This is an optimization exercise on Yosys and OpenROAD, whose aim is small area, a short achievable clock period and few clock cycles, not a production implementation.
At most, simulation tests tie the RTL to the original design; equivalence was not proved.
No activity file was given, so power comes from the tool's default toggle rates.

## the reference run
Design w25n_encoder, start of the top module:
module w25n_encoder (
    input  wire        clk,
    input  wire        rst,
    input  wire        req_valid,
    output wire        req_ready,
    input  wire [31:0] req_word0,
    input  wire [31:0] req_a,
    input  wire [31:0] req_b,
    input  wire        din_valid,
    output wire        din_ready,
    input  wire [7:0]  din_data,
    output reg         dout_valid,
    output wire [7:0]  dout_data,
    output reg         res_valid,
    output wire [7:0]  res_kind,
    output wire [31:0] res_info,
    output wire [23:0] res_rec,
    output reg         bus_valid,
    output reg  [7:0]  bus_tx,
    output reg         bus_last,
    input  wire        bus_ready,
    input  wire [7:0]  bus_rx,
    input  wire        bus_err
);
Settings: LEC_CHECK=0, CAP_MARGIN=20, CORE_MARGIN=2, CORE_UTILIZATION=40, SETUP_SLACK_MARGIN=5, SLEW_MARGIN=20; clock period 10.0 ns.
standard.sh (not shown) runs the stock make flow with config.mk's settings and CLKGATE_MAP_FILE= SYNTH_SCRIPT=/design/flow/synth_recipe.tcl, a recipe that flattens the netlist after the stock synthesis.
==> flow/flow/run.sh <==
#!/bin/bash
# Own layout flow: the standard flow, with a stronger setup-repair target
# (a larger slack margin) for the steps after synthesis. Synthesis is the
# standard one, unchanged. Each tool's output goes to its own log here.
set -euo pipefail
MARGIN=$(cat flow/margin.txt)
PORTBUF=$(cat flow/portbuf.txt 2>/dev/null || true)

# 1. standard synthesis, unchanged
bash standard.sh synth > synth.log 2>&1

# 2. the rest of the standard flow with the larger margin
sed -e "s/SETUP_SLACK_MARGIN=[^ ]*/SETUP_SLACK_MARGIN=${MARGIN}/" standard.sh > layout.sh
grep -q "SETUP_SLACK_MARGIN=${MARGIN}" layout.sh
if [[ -n "$PORTBUF" ]]; then
  export BUFFER_PORTS_ARGS="-buffer_cell ${PORTBUF}"
fi
bash layout.sh finish > layout.log 2>&1
test -f out/final.def
==> flow/flow/margin.txt <==
6.5
==> flow/flow/portbuf.txt <==
sky130_fd_sc_hd__buf_2
Input-level comparison between the trial run and the reference run:
Settings: TNS_END_PERCENT: unset -> 0.
--- outcome ---
- For count of multi-input gates, the reference run and the trial run come out practically identical.
- Final area down 3.1% in the trial run wrt the reference run
- [compare] base=the reference run new=the trial run: sequential share of cell area moved up; highest ir drop seen on vdd moved down.
- Between the trial run and the reference run, the global-route usage is higher for the reference run.
- Comparing relative area change from synthesis to final layout for the trial run and the reference run, the bigger number came from the reference run.
- In the trial run relative to the reference run, detailed-route wire length had gone down by a few percent.
No run of this note included a check of the RTL's function; only the layout flow was run.

========
Setup of the previous run:
Another version of the RTL of w25n_encoder (not shown whole).
Size in the first run: roughly 190 flip-flops, about 200 I/O pins, about 15000 µm² of cells after synthesis.
==> flow/config.mk <==
export PLATFORM = sky130hd
export DESIGN_NAME = w25n_encoder
export DESIGN_NICKNAME = w25n_encoder
export VERILOG_FILES = /design/flow/design.v
export SDC_FILE = /design/flow/constraint.sdc
export NUM_CORES = 4
export LEC_CHECK = 0
export CAP_MARGIN = 20
export CORE_MARGIN = 2
export CORE_UTILIZATION = 40
export SETUP_SLACK_MARGIN = 5
export SLEW_MARGIN = 20
==> flow/constraint.sdc <==
create_clock -name core_clock -period 10.0 [get_ports {clk}]
set_input_delay 2.0000 -clock core_clock [delete_from_list [all_inputs] [get_ports {clk}]]
set_output_delay 2.0000 -clock core_clock [all_outputs]
set_load 0.01 [all_outputs]
run.sh (not shown) runs the stock make flow with config.mk's settings and CLKGATE_MAP_FILE= SYNTH_SCRIPT=/design/flow/synth_recipe.tcl, a recipe that flattens the netlist after the stock synthesis.
Stock flow here: none of the scripts above is used.
### the previous run -> the current run
- CAP_MARGIN now 70, was 20
- SLEW_MARGIN now 70, was 20
==> comparison <==
The current run did not stop at any stage, and its layout met the timing, design-rule and antenna checks.
Changes observed in the current run relative to the previous run: logic gate share of total power higher; final cycle utilization of the critical path lower; area fraction of clock buffers and clock inverters lower; cell area higher.
Critical path depth for the current run is higher than for the previous run.
Function was not checked in any run of this note: the RTL went through the layout flow alone.

========
w25n_encoder, a different RTL version from the one above (not shown whole).
Size: about 1,500 cells after synthesis, about 170 flip-flops, roughly 200 I/O pins, ~0.013 sq mm of cells after synthesis.
// w25n_encoder
module w25n_encoder (
    input  wire        clk,
    input  wire        rst,
    input  wire        req_valid,
    output wire        req_ready,
    input  wire [31:0] req_word0,
    input  wire [31:0] req_a,
    input  wire [31:0] req_b,
    input  wire        din_valid,
    output wire        din_ready,
    input  wire [7:0]  din_data,
    output reg         dout_valid,
    output wire [7:0]  dout_data,
    output reg         res_valid,
    output wire [7:0]  res_kind,
    output wire [31:0] res_info,
    output wire [23:0] res_rec,
    output reg         bus_valid,
    output reg  [7:0]  bus_tx,
    output reg         bus_last,
    input  wire        bus_ready,
    input  wire [7:0]  bus_rx,
    input  wire        bus_err
);
==> flow/config.mk <==
export PLATFORM = sky130hd
export DESIGN_NAME = w25n_encoder
export DESIGN_NICKNAME = w25n_encoder
export VERILOG_FILES = /design/flow/design.v
export SDC_FILE = /design/flow/constraint.sdc
export NUM_CORES = 4
export LEC_CHECK = 0
export CAP_MARGIN = 20
export CORE_MARGIN = 2
export CORE_UTILIZATION = 40
export CTS_BUF_LIST = sky130_fd_sc_hd__clkbuf_4 sky130_fd_sc_hd__clkbuf_8
export SETUP_SLACK_MARGIN = 5
export SLEW_MARGIN = 20
export TNS_END_PERCENT = 0
==> flow/constraint.sdc <==
create_clock -name core_clock -period 10.0 [get_ports {clk}]
set_input_delay 2.0000 -clock core_clock [delete_from_list [all_inputs] [get_ports {clk}]]
set_output_delay 2.0000 -clock core_clock [all_outputs]
set_load 0.01 [all_outputs]
standard.sh (not shown) runs the stock make flow with config.mk's settings and CLKGATE_MAP_FILE= SYNTH_SCRIPT=/design/flow/synth_recipe.tcl, a recipe that flattens the netlist after the stock synthesis.
==> flow/flow/portbuf.txt <==
sky130_fd_sc_hd__buf_1
Scripts as last shown in full above: flow/flow/run.sh, flow/flow/margin.txt
Testbench counts at the start, summed over its fixed seeds: cycles 368,569.
Rerun with:
==> flow/flow/margin.txt (replaced) <==
7.0
==> flow/flow/portbuf.txt (replaced) <==
sky130_fd_sc_hd__buf_2
- CTS_BUF_LIST: sky130_fd_sc_hd__clkbuf_4 sky130_fd_sc_hd__clkbuf_8 -> not set
After rerunning:
- global-route usage increases by 1.8 points
- non-clock buffer count rises by 48
- register-to-register slack gains 170 ps
- synthesized cell count does not change
- final cell count is higher by a few percent
- power rises by roughly a tenth
- clock power is higher by a quarter to a third
Rerun with:
==> flow/flow/margin.txt (replaced) <==
6.5
Result: Critical path depth is lower by 7; wire length goes down by 4.1%; area after synthesis does not change; setup slack got worse by 110 ps; non-clock buffer count decreases by 48; die area does not change; hold slack degrades by 21 ps.
Rerun with:
- CORE_UTILIZATION: 40 -> 50
What happened: The new run finished clean. Total power went down slightly. Sequential power stays flat. Combinational power went down by a few percent. Wire length went down by a few percent.

port drivers added, routing unchanged:
In the flow no input, the clock included, has a driving cell. The finished layouts below were timed again as built, in two steps. Step 1 (the two cells are an assumption about what drives the block):
set clk [get_ports {clk}]
set_driving_cell -lib_cell sky130_fd_sc_hd__clkbuf_16 $clk
set_driving_cell -lib_cell sky130_fd_sc_hd__buf_2 [delete_from_list [all_inputs] $clk]
Step 2 times the ports against the registers' clock, not the clock port: input delays grow and output delays shrink by t, the midpoint of the rising clock arrivals with the driver on. Three values: ideal, step 1, step 2; two values: the first two.
| run | t (ns) | setup WS [ns] | clock arrival spread, ns | worst register clock-pin slew, ns | worst slew at a driven data input, ns |
|---|---|---|---|---|---|
| the reference run | 0.502 | 6.183 / 6.131 / 6.190 | 0.015 / 0.015 | 0.08 / 0.08 | 0.05 |
| the trial run | 0.492 | 6.231 / 6.178 / 6.013 | 0.012 / 0.012 | 0.08 / 0.08 | 0.05 |
| the previous run | 0.520 | 5.136 / 5.080 / 4.716 | 0.017 / 0.017 | 0.08 / 0.08 | 0.07 |
| the current run | 0.525 | 5.185 / 5.150 / 4.693 | 0.013 / 0.014 | 0.08 / 0.08 | 0.06 |
| the first run of note 3 | 0.532 | 6.368 / 6.319 / 5.896 | 0.024 / 0.024 | 0.12 / 0.12 | 0.05 |
| the second run of note 3 | 0.505 | 6.548 / 6.543 / 6.065 | 0.016 / 0.016 | 0.08 / 0.08 | 0.04 |
| the third run of note 3 | 0.502 | 6.439 / 6.383 / 6.049 | 0.017 / 0.017 | 0.08 / 0.08 | 0.07 |
| the fourth run of note 3 | 0.484 | 6.435 / 6.384 / 6.116 | 0.017 / 0.017 | 0.08 / 0.08 | 0.05 |
After both steps every run listed still meets setup and hold. The setup slack of the current run, which loses most, moves by -0.035 ns with the drivers and by -0.492 ns with both steps.
